This is an optimization exercise on Yosys and OpenROAD, whose aim is small area, a short achievable clock period and few clock cycles per item, not a production implementation.
No run shown here included a check of the RTL's function; only the layout flow was run.
In every run shown here, the design's own scripts or RTL, not TritonCTS, make the clock network.
The flow treats the clock pin as an ideal source. Dropping or thinning the clock tree relies on that and would not hold on a real chip.

==> flow/design.v, too long to show whole: its modules and the start of the top module <==
// module uac_rx: 1037 lines
module uac_rx (
    input  wire        clk,
    input  wire        rst,           
    input  wire        in_valid,
    output wire        in_ready,
    input  wire [15:0] in_sample,     
    output reg         frame_done,
    output wire        det,
    output reg         ev_valid,
    output wire [11:0] ev_word
);
  // ...
==> flow/flow/run.sh <==
#!/bin/bash
# The standard layout (standard.sh) with four changes to how it is made;
# the design, constraints and clock period are unchanged:
#  - synthesis skips Yosys's early generic ABC pass (SYNTH_ARGS=-noabc), so the
#    generated full-adder tree keeps its structure; registers are unchanged;
#  - port buffers are buf_2 cells instead of the default (a slow delay buffer);
#  - the clock tree is built by flow/man_cts.tcl (run as the CTS step's PRE
#    hook): the clock port drives four clkbuf_8, one per compact quarter of
#    the flip-flops, each driving two clkbuf_16 leaves, instead of TritonCTS's
#    tree;
#  - timing repair aims for 18.4 ns of setup slack instead of 0.
# Every tool's output is in standard.log and in orfs/logs.
set -euo pipefail
export SYNTH_ARGS="-noabc"
export BUFFER_PORTS_ARGS="-buffer_cell sky130_fd_sc_hd__buf_2"
export PRE_CTS_TCL="$PWD/flow/man_cts.tcl"
export SETUP_SLACK_MARGIN=18.4
bash standard.sh > standard.log 2>&1
==> flow/flow/man_cts.tcl <==
set buf_master [[ord::get_db] findMaster sky130_fd_sc_hd__clkbuf_16]
set top_master [[ord::get_db] findMaster sky130_fd_sc_hd__clkbuf_8]
set block [ord::get_db_block]
set clk_net [$block findNet clk]
set its {}
set xs {}
set ys {}
foreach it [$clk_net getITerms] {
  set box [[$it getInst] getBBox]
  lappend its $it
  lappend xs [expr {([$box xMin] + [$box xMax]) / 2.0}]
  lappend ys [expr {([$box yMin] + [$box yMax]) / 2.0}]
}
set n [llength $its]
set k 4
set cap [expr {int(ceil(double($n) / $k))}]
puts "flow/man_cts.tcl: $n clock sinks"
# initial centres: the quadrant centres of the sinks' bounding box
set x0 [tcl::mathfunc::min {*}$xs]
set x1 [tcl::mathfunc::max {*}$xs]
set y0 [tcl::mathfunc::min {*}$ys]
set y1 [tcl::mathfunc::max {*}$ys]
set cx [list [expr {$x0 + ($x1 - $x0) / 4}] [expr {$x0 + ($x1 - $x0) / 4}] \
             [expr {$x0 + 3 * ($x1 - $x0) / 4}] [expr {$x0 + 3 * ($x1 - $x0) / 4}]]
set cy [list [expr {$y0 + ($y1 - $y0) / 4}] [expr {$y0 + 3 * ($y1 - $y0) / 4}] \
             [expr {$y0 + ($y1 - $y0) / 4}] [expr {$y0 + 3 * ($y1 - $y0) / 4}]]
for {set iter 0} {$iter < 30} {incr iter} {
  set pairs {}
  for {set i 0} {$i < $n} {incr i} {
    for {set j 0} {$j < $k} {incr j} {
      set d [expr {abs([lindex $xs $i] - [lindex $cx $j]) + abs([lindex $ys $i] - [lindex $cy $j])}]
      lappend pairs [list $d $i $j]
    }
  }
  set pairs [lsort -real -index 0 $pairs]
  array unset asg
  set cnt [lrepeat $k 0]
  foreach p $pairs {
    lassign $p d i j
    if {[info exists asg($i)] || [lindex $cnt $j] >= $cap} { continue }
    set asg($i) $j
    lset cnt $j [expr {[lindex $cnt $j] + 1}]
  }
  set sx [lrepeat $k 0.0]
  set sy [lrepeat $k 0.0]
  for {set i 0} {$i < $n} {incr i} {
    set j $asg($i)
    lset sx $j [expr {[lindex $sx $j] + [lindex $xs $i]}]
    lset sy $j [expr {[lindex $sy $j] + [lindex $ys $i]}]
  }
  for {set j 0} {$j < $k} {incr j} {
    lset cx $j [expr {[lindex $sx $j] / [lindex $cnt $j]}]
    lset cy $j [expr {[lindex $sy $j] / [lindex $cnt $j]}]
  }
}
proc bbox_of { pts } {
  set x0 1e12; set x1 -1e12; set y0 1e12; set y1 -1e12
  foreach p $pts {
    lassign $p it x y
    if {$x < $x0} { set x0 $x }
    if {$x > $x1} { set x1 $x }
    if {$y < $y0} { set y0 $y }
    if {$y > $y1} { set y1 $y }
  }
  return [list $x0 $y0 $x1 $y1]
}
proc add_buf { block master name net_in net_out_name box } {
  lassign $box x0 y0 x1 y1
  set bi [odb::dbInst_create $block $master $name]
  $bi setLocation [expr {int(($x0 + $x1) / 2)}] [expr {int(($y0 + $y1) / 2)}]
  $bi setPlacementStatus PLACED
  set nn [odb::dbNet_create $block $net_out_name]
  $nn setSigType CLOCK
  [$bi findITerm A] connect $net_in
  [$bi findITerm X] connect $nn
  return $nn
}
for {set j 0} {$j < $k} {incr j} {
  set pts {}
  for {set i 0} {$i < $n} {incr i} {
    if {$asg($i) == $j} { lappend pts [list [lindex $its $i] [lindex $xs $i] [lindex $ys $i]] }
  }
  set box [bbox_of $pts]
  set n1 [add_buf $block $top_master "clkbuf_man_$j" $clk_net "clknet_man_$j" $box]
  lassign $box x0 y0 x1 y1
  set idx [expr {($x1 - $x0) >= ($y1 - $y0) ? 1 : 2}]
  set pts [lsort -real -index $idx $pts]
  set h [expr {[llength $pts] / 2}]
  set li 0
  foreach leaf [list [lrange $pts 0 [expr {$h - 1}]] [lrange $pts $h end]] {
    set n2 [add_buf $block $buf_master "clkbuf_man_${j}_$li" $n1 "clknet_man_${j}_$li" [bbox_of $leaf]]
    foreach p $leaf {
      set it [lindex $p 0]
      $it disconnect
      $it connect $n2
    }
    puts "flow/man_cts.tcl: clkbuf_man_${j}_$li drives [llength $leaf] clock pins"
    incr li
  }
}
set_propagated_clock [all_clocks]
# the tree is built: make the flow's TritonCTS call a no-op
rename clock_tree_synthesis ""
proc clock_tree_synthesis { args } {
  puts "flow/man_cts.tcl: clock tree built by hand, TritonCTS skipped"
}
==> flow/standard.sh <==
#!/bin/bash
# synth_recipe.tcl (not shown) runs the flow's synth.tcl, then flattens the netlist and writes it again
# the make line also repeats each setting of config.mk as NAME=value (left out here)
make -C /OpenROAD-flow-scripts/flow DESIGN_CONFIG=/design/flow/config.mk WORK_HOME=/design/flow/orfs CLKGATE_MAP_FILE= SYNTH_SCRIPT=/design/flow/synth_recipe.tcl "${@:-finish}"
==> flow/config.mk <==
export PLATFORM = sky130hd
export DESIGN_NAME = uac_rx
export DESIGN_NICKNAME = uac_rx
export VERILOG_FILES = /design/flow/design.v
export SDC_FILE = /design/flow/constraint.sdc
export NUM_CORES = 4
export LEC_CHECK = 0
export CAP_MARGIN = 20
export CORE_MARGIN = 2
export CORE_UTILIZATION = 55
export SLEW_MARGIN = 20
==> flow/constraint.sdc <==
create_clock -name core_clock -period 24.0 [get_ports {clk}]
set_input_delay 4.8000 -clock core_clock [delete_from_list [all_inputs] [get_ports {clk}]]
set_output_delay 4.8000 -clock core_clock [all_outputs]
set_load 0.01 [all_outputs]
==> Implementation_results.wiki, run 1 <==
{| class="wikitable"
! Metric !! Value
|-
| TNS Setup || 0 ps
|-
| Sequential element share of the synthesized area || 21.88%
|-
| Min-Delay Startpoint || pending[7]
|-
| Fraction of met1 tracks used by global routing || 35.66%
|-
| Layout overhead on the synthesized area || 6.090%
|-
| Critical Path Start Type || flip-flop
|-
| Multiplexer share of the synthesized area || 10.88%
|-
| Placement row count || 52
|-
| Status || finished clean
|-
| Via density per instance || 5.828
|-
| Total of warnings raised by yosys || 1
|-
| Clock latency on the worst-skew pair || 290 ps
|-
| Design area || 12180 um^2
|-
| Dominant combinational cell family by area after synthesis || adder cells
|-
| Worst Path Max Fanout || 2
|-
| Crit. End Element || output port
|-
| Most Used Layer, Global Route || met2
|-
| R2r startpoint || s1[14]
|-
| DRC violation count after routing || 0
|-
| Share of the synthesized area in compound gates (AO/OA/AOI/OAI) || 11.50%
|-
| Synth Instances || 1209
|-
| Number of multi-input logic gates || 921
|-
| Met3 WL || 931 um
|-
| Top-area cell type share of the netlist area || 22.83%
|-
| Full die area || 22050 um^2
|-
| IO Port Bufs || 29
|-
| Number of max-cap violations || 0
|-
| Number of buffers and inverters on the critical path || 2
|-
| Number of hold-slack violations in the final timing report || 0
|}
==> inputs of run 2 (changes only) <==
--- a/flow/design.v
+++ b/flow/design.v
@@ -37,98 +37,98 @@
     assign fs5 = s2[1] ^ (lk ? ~s1[2] : ~s1[3]) ^ (lkn ? ~s1[5] : ~s1[11]);
     assign fc6 = (s2[1] & (lk ? ~s1[2] : ~s1[3])) | ((lkn ? ~s1[5] : ~s1[11]) & (s2[1] ^ (lk ? ~s1[2] : ~s1[3])));
     wire fs7;
     wire fc8;
     assign fs7 = s1[1] ^ xr[6] ^ s2[2];
     assign fc8 = (s1[1] & xr[6]) | (s2[2] & (s1[1] ^ xr[6]));
     wire fs9;
     wire fc10;
-    assign fs9 = (lk ? ~s1[3] : ~s1[4]) ^ (lkn ? ~s1[6] : ~s1[12]) ^ (lkd ? s1[8] : s1[11]);
-    assign fc10 = ((lk ? ~s1[3] : ~s1[4]) & (lkn ? ~s1[6] : ~s1[12])) | ((lkd ? s1[8] : s1[11]) & ((lk ? ~s1[3] : ~s1[4]) ^ (lkn ? ~s1[6] : ~s1[12])));
+    assign fs9 = (lk ? ~s1[3] : ~s1[4]) ^ (lkn ? ~s1[6] : ~s1[12]) ^ (lk ? s1[8] : s1[11]);
+    assign fc10 = ((lk ? ~s1[3] : ~s1[4]) & (lkn ? ~s1[6] : ~s1[12])) | ((lk ? s1[8] : s1[11]) & ((lk ? ~s1[3] : ~s1[4]) ^ (lkn ? ~s1[6] : ~s1[12])));
     wire fs11;
     wire fc12;
     assign fs11 = s1[2] ^ xr[7] ^ s2[3];
     assign fc12 = (s1[2] & xr[7]) | (s2[3] & (s1[2] ^ xr[7]));
     wire fs13;
     wire fc14;
-    assign fs13 = (lk ? ~s1[4] : ~s1[5]) ^ (lkn ? ~s1[7] : ~s1[13]) ^ (lkd ? s1[9] : s1[12]);
-    assign fc14 = ((lk ? ~s1[4] : ~s1[5]) & (lkn ? ~s1[7] : ~s1[13])) | ((lkd ? s1[9] : s1[12]) & ((lk ? ~s1[4] : ~s1[5]) ^ (lkn ? ~s1[7] : ~s1[13])));
+    assign fs13 = (lk ? ~s1[4] : ~s1[5]) ^ (lkn ? ~s1[7] : ~s1[13]) ^ (lk ? s1[9] : s1[12]);
+    assign fc14 = ((lk ? ~s1[4] : ~s1[5]) & (lkn ? ~s1[7] : ~s1[13])) | ((lk ? s1[9] : s1[12]) & ((lk ? ~s1[4] : ~s1[5]) ^ (lkn ? ~s1[7] : ~s1[13])));
     wire fs15;
     wire fc16;
     assign fs15 = s1[3] ^ xr[8] ^ s2[4];
     assign fc16 = (s1[3] & xr[8]) | (s2[4] & (s1[3] ^ xr[8]));
     wire fs17;
     wire fc18;
-    assign fs17 = (lk ? ~s1[5] : ~s1[6]) ^ (lkn ? ~s1[8] : ~s1[14]) ^ (lkd ? s1[10] : s1[13]);
-    assign fc18 = ((lk ? ~s1[5] : ~s1[6]) & (lkn ? ~s1[8] : ~s1[14])) | ((lkd ? s1[10] : s1[13]) & ((lk ? ~s1[5] : ~s1[6]) ^ (lkn ? ~s1[8] : ~s1[14])));
+    assign fs17 = (lk ? ~s1[5] : ~s1[6]) ^ (lkn ? ~s1[8] : ~s1[14]) ^ (lk ? s1[10] : s1[13]);
+    assign fc18 = ((lk ? ~s1[5] : ~s1[6]) & (lkn ? ~s1[8] : ~s1[14])) | ((lk ? s1[10] : s1[13]) & ((lk ? ~s1[5] : ~s1[6]) ^ (lkn ? ~s1[8] : ~s1[14])));
     wire fs19;
     wire fc20;
     assign fs19 = s1[4] ^ xr[9] ^ s2[5];
     assign fc20 = (s1[4] & xr[9]) | (s2[5] & (s1[4] ^ xr[9]));
     wire fs21;
     wire fc22;
-    assign fs21 = (lk ? ~s1[6] : ~s1[7]) ^ (lkn ? ~s1[9] : ~s1[15]) ^ (lkd ? s1[11] : s1[14]);
-    assign fc22 = ((lk ? ~s1[6] : ~s1[7]) & (lkn ? ~s1[9] : ~s1[15])) | ((lkd ? s1[11] : s1[14]) & ((lk ? ~s1[6] : ~s1[7]) ^ (lkn ? ~s1[9] : ~s1[15])));
+    assign fs21 = (lk ? ~s1[6] : ~s1[7]) ^ (lkn ? ~s1[9] : ~s1[15]) ^ (lk ? s1[11] : s1[14]);
+    assign fc22 = ((lk ? ~s1[6] : ~s1[7]) & (lkn ? ~s1[9] : ~s1[15])) | ((lk ? s1[11] : s1[14]) & ((lk ? ~s1[6] : ~s1[7]) ^ (lkn ? ~s1[9] : ~s1[15])));
     wire fs23;
     wire fc24;
     assign fs23 = s1[5] ^ xr[10] ^ s2[6];
     assign fc24 = (s1[5] & xr[10]) | (s2[6] & (s1[5] ^ xr[10]));
     wire fs25;
     wire fc26;
-    assign fs25 = (lk ? ~s1[7] : ~s1[8]) ^ (lkn ? ~s1[10] : ~s1[16]) ^ (lkd ? s1[12] : s1[15]);
-    assign fc26 = ((lk ? ~s1[7] : ~s1[8]) & (lkn ? ~s1[10] : ~s1[16])) | ((lkd ? s1[12] : s1[15]) & ((lk ? ~s1[7] : ~s1[8]) ^ (lkn ? ~s1[10] : ~s1[16])));
+    assign fs25 = (lk ? ~s1[7] : ~s1[8]) ^ (lkn ? ~s1[10] : ~s1[16]) ^ (lk ? s1[12] : s1[15]);
+    assign fc26 = ((lk ? ~s1[7] : ~s1[8]) & (lkn ? ~s1[10] : ~s1[16])) | ((lk ? s1[12] : s1[15]) & ((lk ? ~s1[7] : ~s1[8]) ^ (lkn ? ~s1[10] : ~s1[16])));
     wire fs27;
     wire fc28;
     assign fs27 = s1[6] ^ xr[11] ^ s2[7];
     assign fc28 = (s1[6] & xr[11]) | (s2[7] & (s1[6] ^ xr[11]));
     wire fs29;
     wire fc30;
-    assign fs29 = (lk ? ~s1[8] : ~s1[9]) ^ (lkn ? ~s1[11] : ~s1[17]) ^ (lkd ? s1[13] : s1[16]);
-    assign fc30 = ((lk ? ~s1[8] : ~s1[9]) & (lkn ? ~s1[11] : ~s1[17])) | ((lkd ? s1[13] : s1[16]) & ((lk ? ~s1[8] : ~s1[9]) ^ (lkn ? ~s1[11] : ~s1[17])));
+    assign fs29 = (lk ? ~s1[8] : ~s1[9]) ^ (lkn ? ~s1[11] : ~s1[17]) ^ (lk ? s1[13] : s1[16]);
+    assign fc30 = ((lk ? ~s1[8] : ~s1[9]) & (lkn ? ~s1[11] : ~s1[17])) | ((lk ? s1[13] : s1[16]) & ((lk ? ~s1[8] : ~s1[9]) ^ (lkn ? ~s1[11] : ~s1[17])));
     wire fs31;
     wire fc32;
     assign fs31 = s1[7] ^ xr[12] ^ s2[8];
     assign fc32 = (s1[7] & xr[12]) | (s2[8] & (s1[7] ^ xr[12]));
     wire fs33;
     wire fc34;
-    assign fs33 = (lk ? ~s1[9] : ~s1[10]) ^ (lkn ? ~s1[12] : ~s1[18]) ^ (lkd ? s1[14] : s1[17]);
-    assign fc34 = ((lk ? ~s1[9] : ~s1[10]) & (lkn ? ~s1[12] : ~s1[18])) | ((lkd ? s1[14] : s1[17]) & ((lk ? ~s1[9] : ~s1[10]) ^ (lkn ? ~s1[12] : ~s1[18])));
+    assign fs33 = (lk ? ~s1[9] : ~s1[10]) ^ (lkn ? ~s1[12] : ~s1[18]) ^ (lk ? s1[14] : s1[17]);
+    assign fc34 = ((lk ? ~s1[9] : ~s1[10]) & (lkn ? ~s1[12] : ~s1[18])) | ((lk ? s1[14] : s1[17]) & ((lk ? ~s1[9] : ~s1[10]) ^ (lkn ? ~s1[12] : ~s1[18])));
     wire fs35;
     wire fc36;
     assign fs35 = lkn ^ s1[8] ^ xr[13];
     assign fc36 = (lkn & s1[8]) | (xr[13] & (lkn ^ s1[8]));
     wire fs37;
     wire fc38;
     assign fs37 = s2[9] ^ (lk ? ~s1[10] : ~s1[11]) ^ (lkn ? ~s1[13] : ~s1[19]);
     assign fc38 = (s2[9] & (lk ? ~s1[10] : ~s1[11])) | ((lkn ? ~s1[13] : ~s1[19]) & (s2[9] ^ (lk ? ~s1[10] : ~s1[11])));
     wire hs39;
     wire hc40;
-    assign hs39 = (lkd ? s1[15] : s1[18]) ^ (lkdn ? s1[21] : ~s1[22]);
-    assign hc40 = (lkd ? s1[15] : s1[18]) | (lkdn ? s1[21] : ~s1[22]);
+    assign hs39 = (lk ? s1[15] : s1[18]) ^ (lkn ? s1[21] : ~s1[22]);
+    assign hc40 = (lk ? s1[15] : s1[18]) | (lkn ? s1[21] : ~s1[22]);
     wire fs41;
     wire fc42;
     assign fs41 = 1'b0 ^ s1[9] ^ xr[14];
     assign fc42 = (1'b0 & s1[9]) | (xr[14] & (1'b0 ^ s1[9]));
     wire fs43;
     wire fc44;
     assign fs43 = s2[10] ^ (lk ? ~s1[11] : ~s1[12]) ^ (lkn ? ~s1[14] : ~s1[20]);
     assign fc44 = (s2[10] & (lk ? ~s1[11] : ~s1[12])) | ((lkn ? ~s1[14] : ~s1[20]) & (s2[10] ^ (lk ? ~s1[11] : ~s1[12])));
     wire fs45;
     wire fc46;
-    assign fs45 = (lkd ? s1[16] : s1[19]) ^ (~lkdn | ~s1[22]) ^ (~lk | s1[15]);
-    assign fc46 = ((lkd ? s1[16] : s1[19]) & (~lkdn | ~s1[22])) | ((~lk | s1[15]) & ((lkd ? s1[16] : s1[19]) ^ (~lkdn | ~s1[22])));
+    assign fs45 = (lk ? s1[16] : s1[19]) ^ (~lkn | ~s1[22]) ^ (~lk | s1[15]);
+    assign fc46 = ((lk ? s1[16] : s1[19]) & (~lkn | ~s1[22])) | ((~lk | s1[15]) & ((lk ? s1[16] : s1[19]) ^ (~lkn | ~s1[22])));
     wire fs47;
     wire fc48;
     assign fs47 = s1[10] ^ ~xr[15] ^ s2[11];
     assign fc48 = (s1[10] & ~xr[15]) | (s2[11] & (s1[10] ^ ~xr[15]));
     wire fs49;
     wire fc50;
-    assign fs49 = (lk ? ~s1[12] : ~s1[13]) ^ (lkn ? ~s1[15] : ~s1[21]) ^ (lkd ? s1[17] : s1[20]);
-    assign fc50 = ((lk ? ~s1[12] : ~s1[13]) & (lkn ? ~s1[15] : ~s1[21])) | ((lkd ? s1[17] : s1[20]) & ((lk ? ~s1[12] : ~s1[13]) ^ (lkn ? ~s1[15] : ~s1[21])));
+    assign fs49 = (lk ? ~s1[12] : ~s1[13]) ^ (lkn ? ~s1[15] : ~s1[21]) ^ (lk ? s1[17] : s1[20]);
+    assign fc50 = ((lk ? ~s1[12] : ~s1[13]) & (lkn ? ~s1[15] : ~s1[21])) | ((lk ? s1[17] : s1[20]) & ((lk ? ~s1[12] : ~s1[13]) ^ (lkn ? ~s1[15] : ~s1[21])));
     wire fs51;
     wire fc52;
     assign fs51 = lk ^ s1[11] ^ s2[12];
     assign fc52 = (lk & s1[11]) | (s2[12] & (lk ^ s1[11]));
     wire hs53;
     wire hc54;
     assign hs53 = (lk ? ~s1[13] : ~s1[14]) ^ (lkn ? ~s1[16] : s1[22]);
     assign hc54 = (lk ? ~s1[13] : ~s1[14]) | (lkn ? ~s1[16] : s1[22]);
@@ -169,98 +169,98 @@
     assign fs71 = lk ^ s1[16] ^ s2[17];
     assign fc72 = (lk & s1[16]) | (s2[17] & (lk ^ s1[16]));
     wire hs73;
     wire hc74;
     assign hs73 = lkn ^ (lkn | ~s1[5]);
     assign hc74 = lkn | (lkn | ~s1[5]);
     wire hs75;
     wire hc76;
-    assign hs75 = (lkn ? ~s1[0] : ~s1[6]) ^ (lkd ? s1[2] : s1[5]);
-    assign hc76 = (lkn ? ~s1[0] : ~s1[6]) | (lkd ? s1[2] : s1[5]);
+    assign hs75 = (lkn ? ~s1[0] : ~s1[6]) ^ (lk ? s1[2] : s1[5]);
+    assign hc76 = (lkn ? ~s1[0] : ~s1[6]) | (lk ? s1[2] : s1[5]);
     wire hs77;
     wire hc78;
-    assign hs77 = (lkn ? ~s1[1] : ~s1[7]) ^ (lkd ? s1[3] : s1[6]);
-    assign hc78 = (lkn ? ~s1[1] : ~s1[7]) | (lkd ? s1[3] : s1[6]);
+    assign hs77 = (lkn ? ~s1[1] : ~s1[7]) ^ (lk ? s1[3] : s1[6]);
+    assign hc78 = (lkn ? ~s1[1] : ~s1[7]) | (lk ? s1[3] : s1[6]);
     wire fs79;
     wire fc80;
-    assign fs79 = (lk | ~s1[0]) ^ (lkn ? ~s1[2] : ~s1[8]) ^ (lkd ? s1[4] : s1[7]);
-    assign fc80 = ((lk | ~s1[0]) & (lkn ? ~s1[2] : ~s1[8])) | ((lkd ? s1[4] : s1[7]) & ((lk | ~s1[0]) ^ (lkn ? ~s1[2] : ~s1[8])));
+    assign fs79 = (lk | ~s1[0]) ^ (lkn ? ~s1[2] : ~s1[8]) ^ (lk ? s1[4] : s1[7]);
+    assign fc80 = ((lk | ~s1[0]) & (lkn ? ~s1[2] : ~s1[8])) | ((lk ? s1[4] : s1[7]) & ((lk | ~s1[0]) ^ (lkn ? ~s1[2] : ~s1[8])));
     wire fs81;
     wire fc82;
-    assign fs81 = (lk ? ~s1[0] : ~s1[1]) ^ (lkn ? ~s1[3] : ~s1[9]) ^ (lkd ? s1[5] : s1[8]);
-    assign fc82 = ((lk ? ~s1[0] : ~s1[1]) & (lkn ? ~s1[3] : ~s1[9])) | ((lkd ? s1[5] : s1[8]) & ((lk ? ~s1[0] : ~s1[1]) ^ (lkn ? ~s1[3] : ~s1[9])));
+    assign fs81 = (lk ? ~s1[0] : ~s1[1]) ^ (lkn ? ~s1[3] : ~s1[9]) ^ (lk ? s1[5] : s1[8]);
+    assign fc82 = ((lk ? ~s1[0] : ~s1[1]) & (lkn ? ~s1[3] : ~s1[9])) | ((lk ? s1[5] : s1[8]) & ((lk ? ~s1[0] : ~s1[1]) ^ (lkn ? ~s1[3] : ~s1[9])));
     wire fs83;
     wire fc84;
     assign fs83 = fs1 ^ (lk ? ~s1[1] : ~s1[2]) ^ (lkn ? ~s1[4] : ~s1[10]);
     assign fc84 = (fs1 & (lk ? ~s1[1] : ~s1[2])) | ((lkn ? ~s1[4] : ~s1[10]) & (fs1 ^ (lk ? ~s1[1] : ~s1[2])));
     wire hs85;
     wire hc86;
-    assign hs85 = (lkd ? s1[6] : s1[9]) ^ (lkdn ? s1[12] : s1[13]);
-    assign hc86 = (lkd ? s1[6] : s1[9]) | (lkdn ? s1[12] : s1[13]);
+    assign hs85 = (lk ? s1[6] : s1[9]) ^ (lkn ? s1[12] : s1[13]);
+    assign hc86 = (lk ? s1[6] : s1[9]) | (lkn ? s1[12] : s1[13]);
     wire fs87;
     wire fc88;
-    assign fs87 = fc2 ^ fs3 ^ (lkd ? s1[7] : s1[10]);
-    assign fc88 = (fc2 & fs3) | ((lkd ? s1[7] : s1[10]) & (fc2 ^ fs3));
+    assign fs87 = fc2 ^ fs3 ^ (lk ? s1[7] : s1[10]);
+    assign fc88 = (fc2 & fs3) | ((lk ? s1[7] : s1[10]) & (fc2 ^ fs3));
     wire fs89;
     wire fc90;
-    assign fs89 = (lkdn ? s1[13] : s1[14]) ^ (~lk | s1[6]) ^ fs5;
-    assign fc90 = ((lkdn ? s1[13] : s1[14]) & (~lk | s1[6])) | (fs5 & ((lkdn ? s1[13] : s1[14]) ^ (~lk | s1[6])));
+    assign fs89 = (lkn ? s1[13] : s1[14]) ^ (~lk | s1[6]) ^ fs5;
+    assign fc90 = ((lkn ? s1[13] : s1[14]) & (~lk | s1[6])) | (fs5 & ((lkn ? s1[13] : s1[14]) ^ (~lk | s1[6])));
     wire fs91;
     wire fc92;
-    assign fs91 = fc4 ^ fs7 ^ (lkdn ? s1[14] : s1[15]);
-    assign fc92 = (fc4 & fs7) | ((lkdn ? s1[14] : s1[15]) & (fc4 ^ fs7));
+    assign fs91 = fc4 ^ fs7 ^ (lkn ? s1[14] : s1[15]);
+    assign fc92 = (fc4 & fs7) | ((lkn ? s1[14] : s1[15]) & (fc4 ^ fs7));
     wire fs93;
     wire fc94;
     assign fs93 = (~lk | s1[7]) ^ fc6 ^ fs9;
     assign fc94 = ((~lk | s1[7]) & fc6) | (fs9 & ((~lk | s1[7]) ^ fc6));
     wire fs95;
     wire fc96;
-    assign fs95 = fc8 ^ fs11 ^ (lkdn ? s1[15] : s1[16]);
-    assign fc96 = (fc8 & fs11) | ((lkdn ? s1[15] : s1[16]) & (fc8 ^ fs11));
+    assign fs95 = fc8 ^ fs11 ^ (lkn ? s1[15] : s1[16]);
+    assign fc96 = (fc8 & fs11) | ((lkn ? s1[15] : s1[16]) & (fc8 ^ fs11));
     wire fs97;
     wire fc98;
     assign fs97 = (~lk | s1[8]) ^ fc10 ^ fs13;
     assign fc98 = ((~lk | s1[8]) & fc10) | (fs13 & ((~lk | s1[8]) ^ fc10));
     wire fs99;
     wire fc100;
-    assign fs99 = fc12 ^ fs15 ^ (lkdn ? s1[16] : s1[17]);
-    assign fc100 = (fc12 & fs15) | ((lkdn ? s1[16] : s1[17]) & (fc12 ^ fs15));
+    assign fs99 = fc12 ^ fs15 ^ (lkn ? s1[16] : s1[17]);
+    assign fc100 = (fc12 & fs15) | ((lkn ? s1[16] : s1[17]) & (fc12 ^ fs15));
     wire fs101;
     wire fc102;
     assign fs101 = (~lk | s1[9]) ^ fc14 ^ fs17;
     assign fc102 = ((~lk | s1[9]) & fc14) | (fs17 & ((~lk | s1[9]) ^ fc14));
     wire fs103;
     wire fc104;
-    assign fs103 = fc16 ^ fs19 ^ (lkdn ? s1[17] : s1[18]);
-    assign fc104 = (fc16 & fs19) | ((lkdn ? s1[17] : s1[18]) & (fc16 ^ fs19));
+    assign fs103 = fc16 ^ fs19 ^ (lkn ? s1[17] : s1[18]);
+    assign fc104 = (fc16 & fs19) | ((lkn ? s1[17] : s1[18]) & (fc16 ^ fs19));
     wire fs105;
     wire fc106;
     assign fs105 = (~lk | s1[10]) ^ fc18 ^ fs21;
     assign fc106 = ((~lk | s1[10]) & fc18) | (fs21 & ((~lk | s1[10]) ^ fc18));
     wire fs107;
     wire fc108;
-    assign fs107 = fc20 ^ fs23 ^ (lkdn ? s1[18] : s1[19]);
-    assign fc108 = (fc20 & fs23) | ((lkdn ? s1[18] : s1[19]) & (fc20 ^ fs23));
+    assign fs107 = fc20 ^ fs23 ^ (lkn ? s1[18] : s1[19]);
+    assign fc108 = (fc20 & fs23) | ((lkn ? s1[18] : s1[19]) & (fc20 ^ fs23));
     wire fs109;
     wire fc110;
     assign fs109 = (~lk | s1[11]) ^ fc22 ^ fs25;
     assign fc110 = ((~lk | s1[11]) & fc22) | (fs25 & ((~lk | s1[11]) ^ fc22));
     wire fs111;
     wire fc112;
-    assign fs111 = fc24 ^ fs27 ^ (lkdn ? s1[19] : s1[20]);
-    assign fc112 = (fc24 & fs27) | ((lkdn ? s1[19] : s1[20]) & (fc24 ^ fs27));
+    assign fs111 = fc24 ^ fs27 ^ (lkn ? s1[19] : s1[20]);
+    assign fc112 = (fc24 & fs27) | ((lkn ? s1[19] : s1[20]) & (fc24 ^ fs27));
     wire fs113;
     wire fc114;
     assign fs113 = (~lk | s1[12]) ^ fc26 ^ fs29;
     assign fc114 = ((~lk | s1[12]) & fc26) | (fs29 & ((~lk | s1[12]) ^ fc26));
     wire fs115;
     wire fc116;
-    assign fs115 = fc28 ^ fs31 ^ (lkdn ? s1[20] : s1[21]);
-    assign fc116 = (fc28 & fs31) | ((lkdn ? s1[20] : s1[21]) & (fc28 ^ fs31));
+    assign fs115 = fc28 ^ fs31 ^ (lkn ? s1[20] : s1[21]);
+    assign fc116 = (fc28 & fs31) | ((lkn ? s1[20] : s1[21]) & (fc28 ^ fs31));
     wire fs117;
     wire fc118;
     assign fs117 = (~lk | s1[13]) ^ fc30 ^ fs33;
     assign fc118 = ((~lk | s1[13]) & fc30) | (fs33 & ((~lk | s1[13]) ^ fc30));
     wire fs119;
     wire fc120;
     assign fs119 = fc32 ^ fs35 ^ (~lk | s1[14]);
     assign fc120 = (fc32 & fs35) | ((~lk | s1[14]) & (fc32 ^ fs35));
@@ -281,50 +281,50 @@
     assign fs127 = fc42 ^ fs47 ^ (~lk | s1[16]);
     assign fc128 = (fc42 & fs47) | ((~lk | s1[16]) & (fc42 ^ fs47));
     wire fs129;
     wire fc130;
     assign fs129 = fc44 ^ fc46 ^ fs49;
     assign fc130 = (fc44 & fc46) | (fs49 & (fc44 ^ fc46));
     wire fs131;
     wire fc132;
-    assign fs131 = fc48 ^ fs51 ^ (lkd ? s1[18] : s1[21]);
-    assign fc132 = (fc48 & fs51) | ((lkd ? s1[18] : s1[21]) & (fc48 ^ fs51));
+    assign fs131 = fc48 ^ fs51 ^ (lk ? s1[18] : s1[21]);
+    assign fc132 = (fc48 & fs51) | ((lk ? s1[18] : s1[21]) & (fc48 ^ fs51));
     wire fs133;
     wire fc134;
     assign fs133 = (~lk | s1[17]) ^ ~hs53 ^ fc50;
     assign fc134 = ((~lk | s1[17]) & ~hs53) | (fc50 & ((~lk | s1[17]) ^ ~hs53));
     wire fs135;
     wire fc136;
-    assign fs135 = fc52 ^ fs55 ^ (lkd ? s1[19] : ~s1[22]);
-    assign fc136 = (fc52 & fs55) | ((lkd ? s1[19] : ~s1[22]) & (fc52 ^ fs55));
+    assign fs135 = fc52 ^ fs55 ^ (lk ? s1[19] : ~s1[22]);
+    assign fc136 = (fc52 & fs55) | ((lk ? s1[19] : ~s1[22]) & (fc52 ^ fs55));
     wire fs137;
     wire fc138;
     assign fs137 = (~lk | s1[18]) ^ ~hs57 ^ hc54;
     assign fc138 = ((~lk | s1[18]) & ~hs57) | (hc54 & ((~lk | s1[18]) ^ ~hs57));
     wire fs139;
     wire fc140;
-    assign fs139 = fc56 ^ fs59 ^ (~lkd | s1[20]);
-    assign fc140 = (fc56 & fs59) | ((~lkd | s1[20]) & (fc56 ^ fs59));
+    assign fs139 = fc56 ^ fs59 ^ (~lk | s1[20]);
+    assign fc140 = (fc56 & fs59) | ((~lk | s1[20]) & (fc56 ^ fs59));
     wire fs141;
     wire fc142;
     assign fs141 = (~lk | s1[19]) ^ ~hs61 ^ hc58;
     assign fc142 = ((~lk | s1[19]) & ~hs61) | (hc58 & ((~lk | s1[19]) ^ ~hs61));
     wire fs143;
     wire fc144;
-    assign fs143 = fc60 ^ fs63 ^ (~lkd | s1[21]);
-    assign fc144 = (fc60 & fs63) | ((~lkd | s1[21]) & (fc60 ^ fs63));
+    assign fs143 = fc60 ^ fs63 ^ (~lk | s1[21]);
+    assign fc144 = (fc60 & fs63) | ((~lk | s1[21]) & (fc60 ^ fs63));
     wire fs145;
     wire fc146;
     assign fs145 = (~lk | s1[20]) ^ ~hs65 ^ hc62;
     assign fc146 = ((~lk | s1[20]) & ~hs65) | (hc62 & ((~lk | s1[20]) ^ ~hs65));
     wire fs147;
     wire fc148;
-    assign fs147 = fc64 ^ fs67 ^ (~lkd | ~s1[22]);
-    assign fc148 = (fc64 & fs67) | ((~lkd | ~s1[22]) & (fc64 ^ fs67));
+    assign fs147 = fc64 ^ fs67 ^ (~lk | ~s1[22]);
+    assign fc148 = (fc64 & fs67) | ((~lk | ~s1[22]) & (fc64 ^ fs67));
     wire fs149;
     wire fc150;
     assign fs149 = (~lk | s1[21]) ^ ~hs69 ^ hc66;
     assign fc150 = ((~lk | s1[21]) & ~hs69) | (hc66 & ((~lk | s1[21]) ^ ~hs69));
     wire fs151;
     wire fc152;
     assign fs151 = fc68 ^ fs71 ^ (lk ? ~s1[18] : ~s1[19]);
     assign fc152 = (fc68 & fs71) | ((lk ? ~s1[18] : ~s1[19]) & (fc68 ^ fs71));
@@ -353,46 +353,46 @@
     assign hs163 = lk ^ s1[20];
     assign hc164 = lk | s1[20];
     wire hs165;
     wire hc166;
     assign hs165 = lk ^ (lkn | ~s1[1]);
     assign hc166 = lk | (lkn | ~s1[1]);
     wire hs167;
     wire hc168;
-    assign hs167 = (lkn | ~s1[2]) ^ (lkd | s1[1]);
-    assign hc168 = (lkn | ~s1[2]) | (lkd | s1[1]);
+    assign hs167 = (lkn | ~s1[2]) ^ (lk | s1[1]);
+    assign hc168 = (lkn | ~s1[2]) | (lk | s1[1]);
     wire hs169;
     wire hc170;
-    assign hs169 = (lkn | ~s1[3]) ^ (lkd | s1[2]);
-    assign hc170 = (lkn | ~s1[3]) | (lkd | s1[2]);
+    assign hs169 = (lkn | ~s1[3]) ^ (lk | s1[2]);
+    assign hc170 = (lkn | ~s1[3]) | (lk | s1[2]);
     wire fs171;
     wire fc172;
-    assign fs171 = lkn ^ (lkn | ~s1[4]) ^ (lkd ? s1[0] : s1[3]);
-    assign fc172 = (lkn & (lkn | ~s1[4])) | ((lkd ? s1[0] : s1[3]) & (lkn ^ (lkn | ~s1[4])));
+    assign fs171 = lkn ^ (lkn | ~s1[4]) ^ (lk ? s1[0] : s1[3]);
+    assign fc172 = (lkn & (lkn | ~s1[4])) | ((lk ? s1[0] : s1[3]) & (lkn ^ (lkn | ~s1[4])));
     wire fs173;
     wire fc174;
-    assign fs173 = (lkd ? s1[1] : s1[4]) ^ (lkdn ? s1[7] : s1[8]) ^ (~lk | s1[0]);
-    assign fc174 = ((lkd ? s1[1] : s1[4]) & (lkdn ? s1[7] : s1[8])) | ((~lk | s1[0]) & ((lkd ? s1[1] : s1[4]) ^ (lkdn ? s1[7] : s1[8])));
+    assign fs173 = (lk ? s1[1] : s1[4]) ^ (lkn ? s1[7] : s1[8]) ^ (~lk | s1[0]);
+    assign fc174 = ((lk ? s1[1] : s1[4]) & (lkn ? s1[7] : s1[8])) | ((~lk | s1[0]) & ((lk ? s1[1] : s1[4]) ^ (lkn ? s1[7] : s1[8])));
     wire fs175;
     wire fc176;
-    assign fs175 = (lkdn ? ~s1[8] : ~s1[9]) ^ (lk & ~s1[1]) ^ hs75;
-    assign fc176 = ((lkdn ? ~s1[8] : ~s1[9]) & (lk & ~s1[1])) | (hs75 & ((lkdn ? ~s1[8] : ~s1[9]) ^ (lk & ~s1[1])));
+    assign fs175 = (lkn ? ~s1[8] : ~s1[9]) ^ (lk & ~s1[1]) ^ hs75;
+    assign fc176 = ((lkn ? ~s1[8] : ~s1[9]) & (lk & ~s1[1])) | (hs75 & ((lkn ? ~s1[8] : ~s1[9]) ^ (lk & ~s1[1])));
     wire fs177;
     wire fc178;
-    assign fs177 = (lkdn ? ~s1[9] : ~s1[10]) ^ (lk & ~s1[2]) ^ hs77;
-    assign fc178 = ((lkdn ? ~s1[9] : ~s1[10]) & (lk & ~s1[2])) | (hs77 & ((lkdn ? ~s1[9] : ~s1[10]) ^ (lk & ~s1[2])));
+    assign fs177 = (lkn ? ~s1[9] : ~s1[10]) ^ (lk & ~s1[2]) ^ hs77;
+    assign fc178 = ((lkn ? ~s1[9] : ~s1[10]) & (lk & ~s1[2])) | (hs77 & ((lkn ? ~s1[9] : ~s1[10]) ^ (lk & ~s1[2])));
     wire fs179;
     wire fc180;
-    assign fs179 = (lkdn ? s1[10] : s1[11]) ^ (~lk | s1[3]) ^ hc78;
-    assign fc180 = ((lkdn ? s1[10] : s1[11]) & (~lk | s1[3])) | (hc78 & ((lkdn ? s1[10] : s1[11]) ^ (~lk | s1[3])));
+    assign fs179 = (lkn ? s1[10] : s1[11]) ^ (~lk | s1[3]) ^ hc78;
+    assign fc180 = ((lkn ? s1[10] : s1[11]) & (~lk | s1[3])) | (hc78 & ((lkn ? s1[10] : s1[11]) ^ (~lk | s1[3])));
     wire fs181;
     wire fc182;
-    assign fs181 = (lkdn ? s1[11] : s1[12]) ^ (~lk | s1[4]) ^ fc80;
-    assign fc182 = ((lkdn ? s1[11] : s1[12]) & (~lk | s1[4])) | (fc80 & ((lkdn ? s1[11] : s1[12]) ^ (~lk | s1[4])));
+    assign fs181 = (lkn ? s1[11] : s1[12]) ^ (~lk | s1[4]) ^ fc80;
+    assign fc182 = ((lkn ? s1[11] : s1[12]) & (~lk | s1[4])) | (fc80 & ((lkn ? s1[11] : s1[12]) ^ (~lk | s1[4])));
     wire fs183;
     wire fc184;
     assign fs183 = (~lk | s1[5]) ^ fc82 ^ fs83;
     assign fc184 = ((~lk | s1[5]) & fc82) | (fs83 & ((~lk | s1[5]) ^ fc82));
     wire fs185;
     wire fc186;
     assign fs185 = hc86 ^ fc84 ^ fs87;
     assign fc186 = (hc86 & fc84) | (fs87 & (hc86 ^ fc84));
@@ -477,30 +477,30 @@
     assign fs225 = s2[21] ^ ~hs163 ^ hc162;
     assign fc226 = (s2[21] & ~hs163) | (hc162 & (s2[21] ^ ~hs163));
     wire hs227;
     wire hc228;
     assign hs227 = s1[21] ^ ~s2[22];
     assign hc228 = s1[21] | ~s2[22];
     wire hs229;
     wire hc230;
-    assign hs229 = (lkd | s1[0]) ^ (lkdn ? s1[3] : s1[4]);
-    assign hc230 = (lkd | s1[0]) | (lkdn ? s1[3] : s1[4]);
+    assign hs229 = (lk | s1[0]) ^ (lkn ? s1[3] : s1[4]);
+    assign hc230 = (lk | s1[0]) | (lkn ? s1[3] : s1[4]);
     wire fs231;
     wire fc232;
-    assign fs231 = (lkdn ? s1[4] : s1[5]) ^ ~hs167 ^ hc166;
-    assign fc232 = ((lkdn ? s1[4] : s1[5]) & ~hs167) | (hc166 & ((lkdn ? s1[4] : s1[5]) ^ ~hs167));
+    assign fs231 = (lkn ? s1[4] : s1[5]) ^ ~hs167 ^ hc166;
+    assign fc232 = ((lkn ? s1[4] : s1[5]) & ~hs167) | (hc166 & ((lkn ? s1[4] : s1[5]) ^ ~hs167));
     wire fs233;
     wire fc234;
-    assign fs233 = (lkdn ? s1[5] : s1[6]) ^ ~hs169 ^ hc168;
-    assign fc234 = ((lkdn ? s1[5] : s1[6]) & ~hs169) | (hc168 & ((lkdn ? s1[5] : s1[6]) ^ ~hs169));
+    assign fs233 = (lkn ? s1[5] : s1[6]) ^ ~hs169 ^ hc168;
+    assign fc234 = ((lkn ? s1[5] : s1[6]) & ~hs169) | (hc168 & ((lkn ? s1[5] : s1[6]) ^ ~hs169));
     wire fs235;
     wire fc236;
-    assign fs235 = (lkdn ? s1[6] : s1[7]) ^ hc170 ^ fs171;
-    assign fc236 = ((lkdn ? s1[6] : s1[7]) & hc170) | (fs171 & ((lkdn ? s1[6] : s1[7]) ^ hc170));
+    assign fs235 = (lkn ? s1[6] : s1[7]) ^ hc170 ^ fs171;
+    assign fc236 = ((lkn ? s1[6] : s1[7]) & hc170) | (fs171 & ((lkn ? s1[6] : s1[7]) ^ hc170));
     wire fs237;
     wire fc238;
     assign fs237 = ~hs73 ^ fc172 ^ fs173;
     assign fc238 = (~hs73 & fc172) | (fs173 & (~hs73 ^ fc172));
     wire fs239;
     wire fc240;
     assign fs239 = hc74 ^ fc174 ^ ~fs175;
     assign fc240 = (hc74 & fc174) | (~fs175 & (hc74 ^ fc174));
@@ -603,18 +603,18 @@
     wire fs289;
     wire fc290;
     assign fs289 = fs225 ^ (~lk | s1[22]) ^ fc224;
     assign fc290 = (fs225 & (~lk | s1[22])) | (fc224 & (fs225 ^ (~lk | s1[22])));
     wire fs291;
     wire fc292;
     assign fs291 = ~hs227 ^ hc164 ^ fc226;
     assign fc292 = (~hs227 & hc164) | (fc226 & (~hs227 ^ hc164));
-    wire [36:0] dp_a = {fs291, fs289, fs287, fs285, fs283, fs281, fs279, fs277, fs275, fs273, fs271, fs269, fs267, fs265, fs263, fs261, fs259, fs257, fs255, fs253, fs251, fs249, fs247, fs245, fs243, ~fs241, fs239, fs237, fs235, fs233, fs231, ~hs229, (lkn | ~s1[0]), (lkdn ? s1[1] : s1[2]), (lkdn ? s1[0] : s1[1]), (lkdn | s1[0]), 1'b1};
-    wire [36:0] dp_b = {fc290, fc288, fc286, fc284, fc282, fc280, fc278, fc276, fc274, fc272, fc270, fc268, fc266, fc264, fc262, fc260, fc258, fc256, fc254, fc252, fc250, fc248, fc246, fc244, ~fc242, fc240, fc238, fc236, fc234, fc232, hc230, ~hs165, (lkdn ? s1[2] : s1[3]), 1'b1, lk, lkn, 1'b1};
+    wire [36:0] dp_a = {fs291, fs289, fs287, fs285, fs283, fs281, fs279, fs277, fs275, fs273, fs271, fs269, fs267, fs265, fs263, fs261, fs259, fs257, fs255, fs253, fs251, fs249, fs247, fs245, fs243, ~fs241, fs239, fs237, fs235, fs233, fs231, ~hs229, (lkn | ~s1[0]), (lkn ? s1[1] : s1[2]), (lkn ? s1[0] : s1[1]), (lkn | s1[0]), 1'b1};
+    wire [36:0] dp_b = {fc290, fc288, fc286, fc284, fc282, fc280, fc278, fc276, fc274, fc272, fc270, fc268, fc266, fc264, fc262, fc260, fc258, fc256, fc254, fc252, fc250, fc248, fc246, fc244, ~fc242, fc240, fc238, fc236, fc234, fc232, hc230, ~hs165, (lkn ? s1[2] : s1[3]), 1'b1, lk, lkn, 1'b1};
     wire [36:0] pg_g = dp_a & dp_b;
     wire [36:0] pg_p = dp_a ^ dp_b;
     wire cg1 = pg_g[1] | (pg_p[1] & pg_g[0]);
     wire cp1 = pg_p[1] & pg_p[0];
     wire cg2 = pg_g[3] | (pg_p[3] & pg_g[2]);
     wire cp2 = pg_p[3] & pg_p[2];
     wire cg3 = pg_g[5] | (pg_p[5] & pg_g[4]);
     wire cp3 = pg_p[5] & pg_p[4];
==> flow/flow/run.sh (replaced) <==
#!/bin/bash
# The standard layout (standard.sh) with four changes to how it is made;
# the design, constraints and clock period are unchanged:
#  - synthesis skips Yosys's early generic ABC pass (SYNTH_ARGS=-noabc), so the
#    generated full-adder tree keeps its structure; registers are unchanged;
#  - port buffers are buf_2 cells instead of the default (a slow delay buffer);
#  - the clock tree is built by flow/man_cts.tcl (run as the CTS step's PRE
#    hook): the clock port drives four clkbuf_16, one per quarter of the
#    flip-flops, instead of TritonCTS's two-level tree;
#  - timing repair aims for 18.5 ns of setup slack instead of 0.
# Every tool's output is in standard.log and in orfs/logs.
set -euo pipefail
export SYNTH_ARGS="-noabc"
export BUFFER_PORTS_ARGS="-buffer_cell sky130_fd_sc_hd__buf_2"
export PRE_CTS_TCL="$PWD/flow/man_cts.tcl"
export SETUP_SLACK_MARGIN=18.5
bash standard.sh > standard.log 2>&1
==> flow/flow/man_cts.tcl (replaced) <==
set buf_master [[ord::get_db] findMaster sky130_fd_sc_hd__clkbuf_16]
set block [ord::get_db_block]
set clk_net [$block findNet clk]
set sinks {}
foreach it [$clk_net getITerms] {
  set inst [$it getInst]
  set box [$inst getBBox]
  lappend sinks [list $it [expr {([$box xMin] + [$box xMax]) / 2}] [expr {([$box yMin] + [$box yMax]) / 2}]]
}
puts "flow/man_cts.tcl: [llength $sinks] clock sinks"
set sx [lsort -integer -index 1 $sinks]
set n [llength $sx]
set h [expr {$n / 2}]
set groups {}
foreach half [list [lrange $sx 0 [expr {$h - 1}]] [lrange $sx $h end]] {
  set sy [lsort -integer -index 2 $half]
  set m [llength $sy]
  set hm [expr {$m / 2}]
  lappend groups [lrange $sy 0 [expr {$hm - 1}]] [lrange $sy $hm end]
}
set gi 0
foreach grp $groups {
  set x0 1e12; set x1 -1e12; set y0 1e12; set y1 -1e12
  foreach s $grp {
    set x [lindex $s 1]; set y [lindex $s 2]
    if {$x < $x0} { set x0 $x }
    if {$x > $x1} { set x1 $x }
    if {$y < $y0} { set y0 $y }
    if {$y > $y1} { set y1 $y }
  }
  set cx [expr {int(($x0 + $x1) / 2)}]
  set cy [expr {int(($y0 + $y1) / 2)}]
  set bi [odb::dbInst_create $block $buf_master "clkbuf_man_$gi"]
  $bi setLocation $cx $cy
  $bi setPlacementStatus PLACED
  set nn [odb::dbNet_create $block "clknet_man_$gi"]
  $nn setSigType CLOCK
  [$bi findITerm A] connect $clk_net
  [$bi findITerm X] connect $nn
  foreach s $grp {
    set it [lindex $s 0]
    $it disconnect
    $it connect $nn
  }
  puts "flow/man_cts.tcl: clkbuf_man_$gi at ($cx, $cy) drives [llength $grp] clock pins"
  incr gi
}
set_propagated_clock [all_clocks]
# the tree is built: make the flow's TritonCTS call a no-op
rename clock_tree_synthesis ""
proc clock_tree_synthesis { args } {
  puts "flow/man_cts.tcl: clock tree built by hand, TritonCTS skipped"
}
==> run 2 against run 1 <==
  * Global-route usage up 0.31 points
  * Clock skew down 9.4 ps
  * First-iteration DRC count up 23%
  * Routed wire length down 0.18%
  * Sequential share of layout area up 0.30 points
  * Cell count about the same
  * Critical endpoint unchanged
  * Highest routed layer unchanged
==> Implementation_results.wiki, run 2 <==
{| class="wikitable"
! Metric !! Value
|-
| Register bit count reported by yosys || 117
|-
| Crit path time final || 5556 ps
|-
| Placement row count || 52 (unchanged)
|-
| Via total after detailed routing || 8585
|-
| Most common flop cell mapped by yosys || sky130_fd_sc_hd__dfxtp_1
|-
| Number of global-route vias before repair || 8645
|-
| Cell type with the largest total area after synthesis || sky130_fd_sc_hd__fa_1
|-
| Antenna Diode Count || 0
|-
| Layout fillers || 1837
|-
| TNS Setup || 0 ps (unchanged)
|-
| Post-synthesis average cell area || 9.243 um^2
|-
| Core area || 20100 um^2
|-
| Initial core utilization || 55.63%
|-
| Number of slew-limit violations in the final report || 0
|-
| Layout overhead on the synthesized area || 6.220%
|-
| Status || finished clean
|-
| Hold Path Class || reg -> reg
|-
| Ordered list of cells on the worst path || buf_12 -> buf_6
|-
| IO Port Bufs || 29 (unchanged)
|-
| DRC violation count after routing || 0 (unchanged)
|-
| Register area || 2517 um^2
|-
| Number of nets in the finished design || 1423
|-
| Number of max-cap violations || 0 (unchanged)
|-
| Number of hold-slack violations in the final timing report || 0 (unchanged)
|-
| Critical Path Start Type || flip-flop
|-
| Delay of the slowest critical-path stage || 370 ps
|-
| Highest attainable clock frequency || 0.1800 GHz
|-
| Final weighted congestion of routability-driven global placement || 0.8737
|-
| Clock-pin slew on the worst setup and hold paths || 110 ps
|-
| Post-synth ARST share || 0%
|-
| Cell class contributing the biggest share of worst-path delay || flip-flops
|-
| Maximum clock skew at final layout || 18.48 ps
|-
| Total of warnings raised by yosys || 1 (unchanged)
|-
| Antenna violations before repair || 0
|-
| Total gr overflow || 0
|-
| Top-Level Pins || 35
|-
| Post-route ant nets || 0
|-
| Pin count of the biggest net entering global routing || 67
|-
| Number of failing setup endpoints in the final timing report || 0
|-
| Fraction of layout instances using a drive strength above 1 || 10.08%
|-
| Commonest non-fill, non-tap cells in the layout || sky130_fd_sc_hd__nor2_1, sky130_fd_sc_hd__fa_1, sky130_fd_sc_hd__nand2_1
|-
| Number of distinct standard cells referenced by the synthesized netlist || 62
|-
| Clock latency on the worst-skew pair || 180 ps (-110 ps)
|-
| Total length of routed wires || 28020 um
|-
| Post-route non-filler standard cell count || 1460
|-
| Top-area cell type share of the netlist area || 23.45% (+0.61 points)
|-
| Most used standard cell by instance count after synthesis || sky130_fd_sc_hd__nor2_1
|-
| Hold-fix buffers, CTS || 0
|-
| Drt first pass iters || 5
|-
| Via density per instance || 5.880 (+0.90%)
|-
| Sequential element share of the synthesized area || 22.11% (+0.23 points)
|-
| Wire length of the first global-routing pass || 45550 um
|-
| Worst Setup Path Type || reg -> out
|-
| Synth Instances || 1210 (+0.083%)
|-
| Crit. End Element || output port
|-
| Global routing usage summed across all routing layers || 26.17%
|-
| Worst Tran Pin Value || 945.4 ps
|-
| Final period utilization || 23.15%
|-
| Starting DRC count in detailed routing || 540
|-
| Most frequent standard cell in the layout excluding fill and tap cells || sky130_fd_sc_hd__nor2_1
|-
| Full die area || 21490 um^2 (-2.5%)
|-
| Routed wire per std cell || 19.19 um
|-
| Cell area after synthesis || 11180 um^2
|-
| Cell with the largest stage delay on the worst path || sky130_fd_sc_hd__dfxtp_4
|-
| Required time reported for the critical path endpoint || 19200 ps
|-
| Setup repair after global routing missed its margin || true
|-
| Data arrival, critical path || 760 ps
|-
| Number of buffers and inverters on the critical path || 2 (unchanged)
|-
| Top post-synthesis cells by count || sky130_fd_sc_hd__nor2_1, sky130_fd_sc_hd__fa_1, sky130_fd_sc_hd__dfxtp_1
|-
| Regs by FF count || s1 x23, s2 x23, acc x14
|-
| Die Y-Extent || 146.6 um
|-
| Largest cells by area after synthesis || sky130_fd_sc_hd__fa_1, sky130_fd_sc_hd__dfxtp_1, sky130_fd_sc_hd__ha_1
|-
| DPL Wire Length || 20290 um
|-
| Slew HR || 36.43%
|-
| Placed cell count || 1441
|-
| Horiz. Die Dim || 146.6 um
|-
| Post-synth EDFFs || 13
|-
| Worst Path Max Fanout || 2 (unchanged)
|-
| Area of the multi-input gates || 8083 um^2
|}
## run 2: cell types whose count changed after synthesis, sizes merged, moves of 9 or more
cell,change
a21oi,+13
nor2,+11
a211oi,-9
mux2i,-20
mux2,-14
## run 2: layout make-up
| cell class | count | area share (%) |
|---|---|---|
| Sequential cell | 117 | 21.19 |
| Buffer | 4 | 0.8426 |
| Tap cell | 270 | 2.844 |
| Inverter | 92 | 2.970 |
| Multi-Input combinational cell | 923 | 68.04 |
| Timing Repair Buffer | 54 | 4.118 |
## run 2: worst paths after layout
kind	from	end	slack, ps	depth (start not counted)
setup reg to reg	lk	s1[19]	18620	18
setup / recovery	rdy	in_ready	18440	2
hold reg to reg	pending[2]	pending[2]	470	2
hold / removal	pending[2]	pending[2]	470	2
## run 2: through the flow
| step | worst slack [ps] | cell area [um^2] | hold WS, ps | utilization (%) |
|---|---|---|---|---|
| 5_1_grt | 18340 | 11880 | 485.7 | 59.09 |
| 3_5_place_dp | 18130 | 11440 | 459.4 | 56.88 |
| 2_1_floorplan | 18500 | 11190 | 432.4 | - |
| 6_report | 18440 | 11880 | 465.8 | 59.09 |
| 4_1_cts | 18440 | 11700 | 476.5 | 58.19 |
| 3_3_place_gp | 18130 | 11430 | 440.4 | 56.86 |
## run 2: repair_timing
action                     CTS  global route
setup endpoints to repair   16            23
gates cloned                 1             4
resized for setup           24            26
setup buffers                7             3
## run 2: cells by family (layout without fill, tap and decap cells)
group / Yosys count / count (layout) / synth area share (%)
fa+ha+maj: 212 / 212 / 32.51
compound gates: 229 / 229 / 13.12
buf+inv: 171 / 150 / 5.895
mux: 78 / 78 / 8.357
flops: 117 / 117 / 22.11
other cells: 1 / 2 / 0.03353
simple gates: 355 / 355 / 14.23
xor+xnor: 47 / 47 / 3.748
## run 2: worst min-delay path: stages (launching register included)
cell                      delay [ps]
sky130_fd_sc_hd__dfxtp_2         340
sky130_fd_sc_hd__nand2_1          50
sky130_fd_sc_hd__a21oi_1          50
## run 2: routing by layer
| metal | vias up | track usage, % | routed length (um) |
|---|---|---|---|
| li1 | 4079 | - | - |
| met1 | 4309 | 37.09 | 12780 |
| met2 | 163 | 45.23 | 13530 |
| met3 | 34 | 1.281 | 1064 |
| met4 | 0 | 4.854 | 640 |
| met5 | - | 0 | 0 |
==> inputs of run 3 (changes only) <==
--- a/flow/flow/run.sh
+++ b/flow/flow/run.sh
@@ -7,6 +7,6 @@
 #  - the clock tree is built by flow/man_cts.tcl (run as the CTS step's PRE
 #    hook): the clock port drives four clkbuf_16, one per quarter of the
-#    flip-flops, instead of TritonCTS's two-level tree;
-#  - timing repair aims for 18.5 ns of setup slack instead of 0.
+#    flip-flops, each driving two clkbuf_16 leaves, instead of TritonCTS's tree;
+#  - timing repair aims for 18.4 ns of setup slack instead of 0.
 # Every tool's output is in standard.log and in orfs/logs.
 set -euo pipefail
@@ -14,4 +14,4 @@
 export BUFFER_PORTS_ARGS="-buffer_cell sky130_fd_sc_hd__buf_2"
 export PRE_CTS_TCL="$PWD/flow/man_cts.tcl"
-export SETUP_SLACK_MARGIN=18.5
+export SETUP_SLACK_MARGIN=18.4
 bash standard.sh > standard.log 2>&1
==> flow/flow/man_cts.tcl (replaced) <==
set buf_master [[ord::get_db] findMaster sky130_fd_sc_hd__clkbuf_16]
set block [ord::get_db_block]
set clk_net [$block findNet clk]
set sinks {}
foreach it [$clk_net getITerms] {
  set inst [$it getInst]
  set box [$inst getBBox]
  lappend sinks [list $it [expr {([$box xMin] + [$box xMax]) / 2}] [expr {([$box yMin] + [$box yMax]) / 2}]]
}
puts "flow/man_cts.tcl: [llength $sinks] clock sinks"
proc split2 { items idx } {
  set s [lsort -integer -index $idx $items]
  set h [expr {[llength $s] / 2}]
  return [list [lrange $s 0 [expr {$h - 1}]] [lrange $s $h end]]
}
proc bbox_center { items } {
  set x0 1e12; set x1 -1e12; set y0 1e12; set y1 -1e12
  foreach s $items {
    set x [lindex $s 1]; set y [lindex $s 2]
    if {$x < $x0} { set x0 $x }
    if {$x > $x1} { set x1 $x }
    if {$y < $y0} { set y0 $y }
    if {$y > $y1} { set y1 $y }
  }
  return [list [expr {int(($x0 + $x1) / 2)}] [expr {int(($y0 + $y1) / 2)}]]
}
proc add_buf { block master name net_in net_out_name xy } {
  set bi [odb::dbInst_create $block $master $name]
  $bi setLocation [lindex $xy 0] [lindex $xy 1]
  $bi setPlacementStatus PLACED
  set nn [odb::dbNet_create $block $net_out_name]
  $nn setSigType CLOCK
  [$bi findITerm A] connect $net_in
  [$bi findITerm X] connect $nn
  return $nn
}
set quarters {}
foreach half [split2 $sinks 1] {
  foreach q [split2 $half 2] { lappend quarters $q }
}
set qi 0
foreach q $quarters {
  set n1 [add_buf $block $buf_master "clkbuf_man_$qi" $clk_net "clknet_man_$qi" [bbox_center $q]]
  set li 0
  foreach leaf [split2 $q 1] {
    set n2 [add_buf $block $buf_master "clkbuf_man_${qi}_$li" $n1 "clknet_man_${qi}_$li" [bbox_center $leaf]]
    foreach s $leaf {
      set it [lindex $s 0]
      $it disconnect
      $it connect $n2
    }
    puts "flow/man_cts.tcl: clkbuf_man_${qi}_$li drives [llength $leaf] clock pins"
    incr li
  }
  incr qi
}
set_propagated_clock [all_clocks]
# the tree is built: make the flow's TritonCTS call a no-op
rename clock_tree_synthesis ""
proc clock_tree_synthesis { args } {
  puts "flow/man_cts.tcl: clock tree built by hand, TritonCTS skipped"
}
==> run 3 against run 2 <==
  * Still clean
  * Register-to-register slack lost 30 ps
  * First-iteration DRC count fell by 25%
  * Die area unchanged
  * Synthesized cell count unchanged
==> Implementation_results.wiki, run 3 <==
{| class="wikitable"
! Metric !! Value
|-
| Top-Level Pins || 35 (unchanged)
|-
| Fraction of layout instances using a drive strength above 1 || 10.24% (+0.16 points)
|-
| Top post-synthesis cells by count || sky130_fd_sc_hd__nor2_1, sky130_fd_sc_hd__fa_1, sky130_fd_sc_hd__dfxtp_1
|-
| Total of warnings raised by yosys || 1 (unchanged)
|-
| Regs by FF count || s1 x23, s2 x23, acc x14
|-
| Top-area cell type share of the netlist area || 23.45% (unchanged)
|-
| Post-synth ARST share || 0% (unchanged)
|-
| Final weighted congestion of routability-driven global placement || 0.8685 (-0.60%)
|-
| Worst Path Max Fanout || 2 (unchanged)
|-
| Data arrival, critical path || 840 ps (+80 ps)
|-
| Antenna violations before repair || 0 (unchanged)
|-
| Hold-fix buffers, CTS || 0 (unchanged)
|-
| Sequential element share of the synthesized area || 22.11% (unchanged)
|-
| Number of failing setup endpoints in the final timing report || 0 (unchanged)
|-
| Number of global-route vias before repair || 8775 (+1.5%)
|-
| Post-synth EDFFs || 13 (unchanged)
|-
| Synth Area in XOR/XNOR || 3.748% (unchanged)
|-
| Total length of routed wires || 27950 um (-0.24%)
|-
| Total gr overflow || 0 (unchanged)
|-
| Worst Setup Path Type || reg -> out
|-
| Multiplexer share of the synthesized area || 8.357% (unchanged)
|-
| Post-route ant nets || 0 (unchanged)
|-
| Most frequent standard cell in the layout excluding fill and tap cells || sky130_fd_sc_hd__nor2_1
|-
| Cell type with the largest total area after synthesis || sky130_fd_sc_hd__fa_1
|-
| Antenna Diode Count || 0 (unchanged)
|-
| IO Port Bufs || 29 (unchanged)
|-
| Layout overhead on the synthesized area || 7.820%
|-
| Initial core utilization || 55.63% (unchanged)
|-
| Number of nets in the finished design || 1434 (+0.77%)
|-
| Status || finished clean
|-
| Number of slew-limit violations in the final report || 0 (unchanged)
|-
| Starting DRC count in detailed routing || 406 (-25%)
|-
| Worst Tran Pin Value || 780.6 ps (-164.9 ps)
|-
| Post-synthesis average cell area || 9.243 um^2 (unchanged)
|-
| Wire length of the first global-routing pass || 45680 um (+0.29%)
|-
| Highest attainable clock frequency || 0.1774 GHz (-1.5%)
|-
| TNS Setup || 0 ps (unchanged)
|-
| Global routing usage summed across all routing layers || 26.20% (+0.028 points)
|-
| Share of the synthesized area in compound gates (AO/OA/AOI/OAI) || 13.12% (unchanged)
|-
| Horiz. Die Dim || 146.6 um (unchanged)
|-
| Drt first pass iters || 4 (-1)
|-
| Pin count of the biggest net entering global routing || 67 (unchanged)
|-
| Cell area after synthesis || 11180 um^2 (unchanged)
|-
| Die Y-Extent || 146.6 um (unchanged)
|-
| Adder and majority gate portion of the synthesized area || 32.51% (unchanged)
|-
| Placement row count || 52 (unchanged)
|-
| Final period utilization || 23.49% (+0.34 points)
|-
| Dominant combinational cell family by area after synthesis || adder cells
|-
| Number of hold-slack violations in the final timing report || 0 (unchanged)
|-
| Number of distinct standard cells referenced by the synthesized netlist || 62 (unchanged)
|-
| Crit. End Element || output port
|-
| Most common flop cell mapped by yosys || sky130_fd_sc_hd__dfxtp_1
|-
| Full die area || 21490 um^2 (unchanged)
|-
| Maximum clock skew at final layout || 21.60 ps (+3.123 ps)
|-
| Synth Instances || 1210 (unchanged)
|-
| Most used standard cell by instance count after synthesis || sky130_fd_sc_hd__nor2_1
|-
| Commonest non-fill, non-tap cells in the layout || sky130_fd_sc_hd__nor2_1, sky130_fd_sc_hd__fa_1, sky130_fd_sc_hd__nand2_1
|-
| DRC violation count after routing || 0 (unchanged)
|-
| Hold Path Class || reg -> reg
|-
| Register bit count reported by yosys || 117 (unchanged)
|-
| Largest cells by area after synthesis || sky130_fd_sc_hd__fa_1, sky130_fd_sc_hd__dfxtp_1, sky130_fd_sc_hd__ha_1
|-
| Clock latency on the worst-skew pair || 280 ps (+100 ps)
|-
| Via total after detailed routing || 8587 (+0.023%)
|-
| DPL Wire Length || 20310 um (about the same)
|-
| Worst hold margin || 455.7 ps (-10.12 ps)
|-
| Required time reported for the critical path endpoint || 19200 ps (about the same)
|-
| Core area || 20100 um^2 (unchanged)
|-
| Via density per instance || 5.838 (-0.72%)
|-
| Fraction of the mapped netlist area in simple logic gates || 14.23% (unchanged)
|-
| Number of max-cap violations || 0 (unchanged)
|-
| Critical Path Start Type || flip-flop
|-
| Crit path time final || 5639 ps (+82.20 ps)
|-
| Slew HR || 47.52% (+11 points)
|-
| Routed wire per std cell || 19.00 um (-0.99%)
|-
| Setup repair after global routing missed its margin || true
|-
| Clock-pin slew on the worst setup and hold paths || 60 ps (-50 ps)
|}
-- run 3: cell count changes in the layout (fill, tap and decap cells not counted), sizes merged --
cell      before  now
clkbuf         8   15
buf           49   52
clkinvlp       2    3
-- run 3: layout make-up --
| cell class | count | area, um^2 |
|---|---|---|
| fill | 1783 | 8045 |
| sequential | 117 | 2507 |
| multi-input combinational | 923 | 8080 |
| timing repair buffer | 56 | 475.5 |
| timing repair inverter | 1 | 5.005 |
| inverter | 92 | 352.8 |
| tap | 270 | 337.8 |
| buffer | 12 | 300.3 |
-- run 3: cell families after synthesis --
logic type / count (synthesis)
multiplexers: 78
AND/OR/NAND/NOR: 355
adder cells (fa/ha/maj): 212
buffers and inverters: 171
XOR/XNOR: 47
other: 1
AO/OA/AOI/OAI: 229
flip-flops: 117
-- run 3: per-stage QoR --
step / instances / setup slack, ps / instance area [um^2] / util, %
final: 1471 / 18360 / 12060 / 59.98
after global routing: 1471 / 18340 / 12060 / 59.98
after CTS: 1455 / 18350 / 11830 / 58.86
after detailed placement: 1440 / 18200 / 11430 / 56.85
after global placement: 1439 / 18130 / 11420 / 56.82
after floorplan: 1211 / 18470 / 11190 / -
-- run 3: worst paths after layout --
check,startpoint,to,slack (ps),cells after the start
min reg2reg,pending[7],pending[7],460,2
max reg2reg,lk,s1[19],18590,19
min,pending[7],pending[7],460,2
max,rdy,in_ready,18360,2
-- run 3: timing repair --
item / in CTS / in global routing
gates cloned: 1 / 3
gates resized for setup: 17 / 23
pin swaps: 0 / 1
setup buffers: 2 / 13
setup endpoints to repair: 7 / 18
-- run 3: worst max-delay path, stage by stage, from the launching register on --
cell,delay [ps]
sky130_fd_sc_hd__dfxtp_4,350
sky130_fd_sc_hd__buf_12,120
sky130_fd_sc_hd__buf_6,110
-- run 3: metal layers --
metal | global-route usage [%] | share of wire, % | wire (um) | vias to the layer above
li1 | - | - | - | 4100
met1 | 35.90 | 45 | 12450 | 4274
met2 | 45.92 | 49 | 13710 | 171
met5 | 0 | 0 | 0 | -
met3 | 1.875 | 4.1 | 1140 | 42
met4 | 5.534 | 2.3 | 643 | 0

-- afterwards: timing with drivers on the ports --
The results above use ideal ports. As a check the final layouts listed here were re-extracted and re-timed, cells and wires unchanged.
Step 1 assumes that a clkbuf_16 drives the clock port and a buf_2 every other input.
Step 2, shift: input delay + t, output delay - t, t = (earliest + latest rising clock arrival at the registers) / 2. This alone moves slack from input paths to output paths.
Three values: no drivers, after step 1, after step 2; two values: the first two.
run	shift t [ns]	setup slack, ns	worst data-port slew with drivers (ns)
run 1	0.351	18.365 / 18.290 / 18.308	0.03
run 2	0.266	18.444 / 18.348 / 18.439	0.05
run 3	0.355	18.361 / 18.272 / 18.294	0.05
After both steps every run listed still meets setup and hold. The setup slack of run 3, which loses most, moves by -0.089 ns with the drivers and by -0.067 ns with both steps.
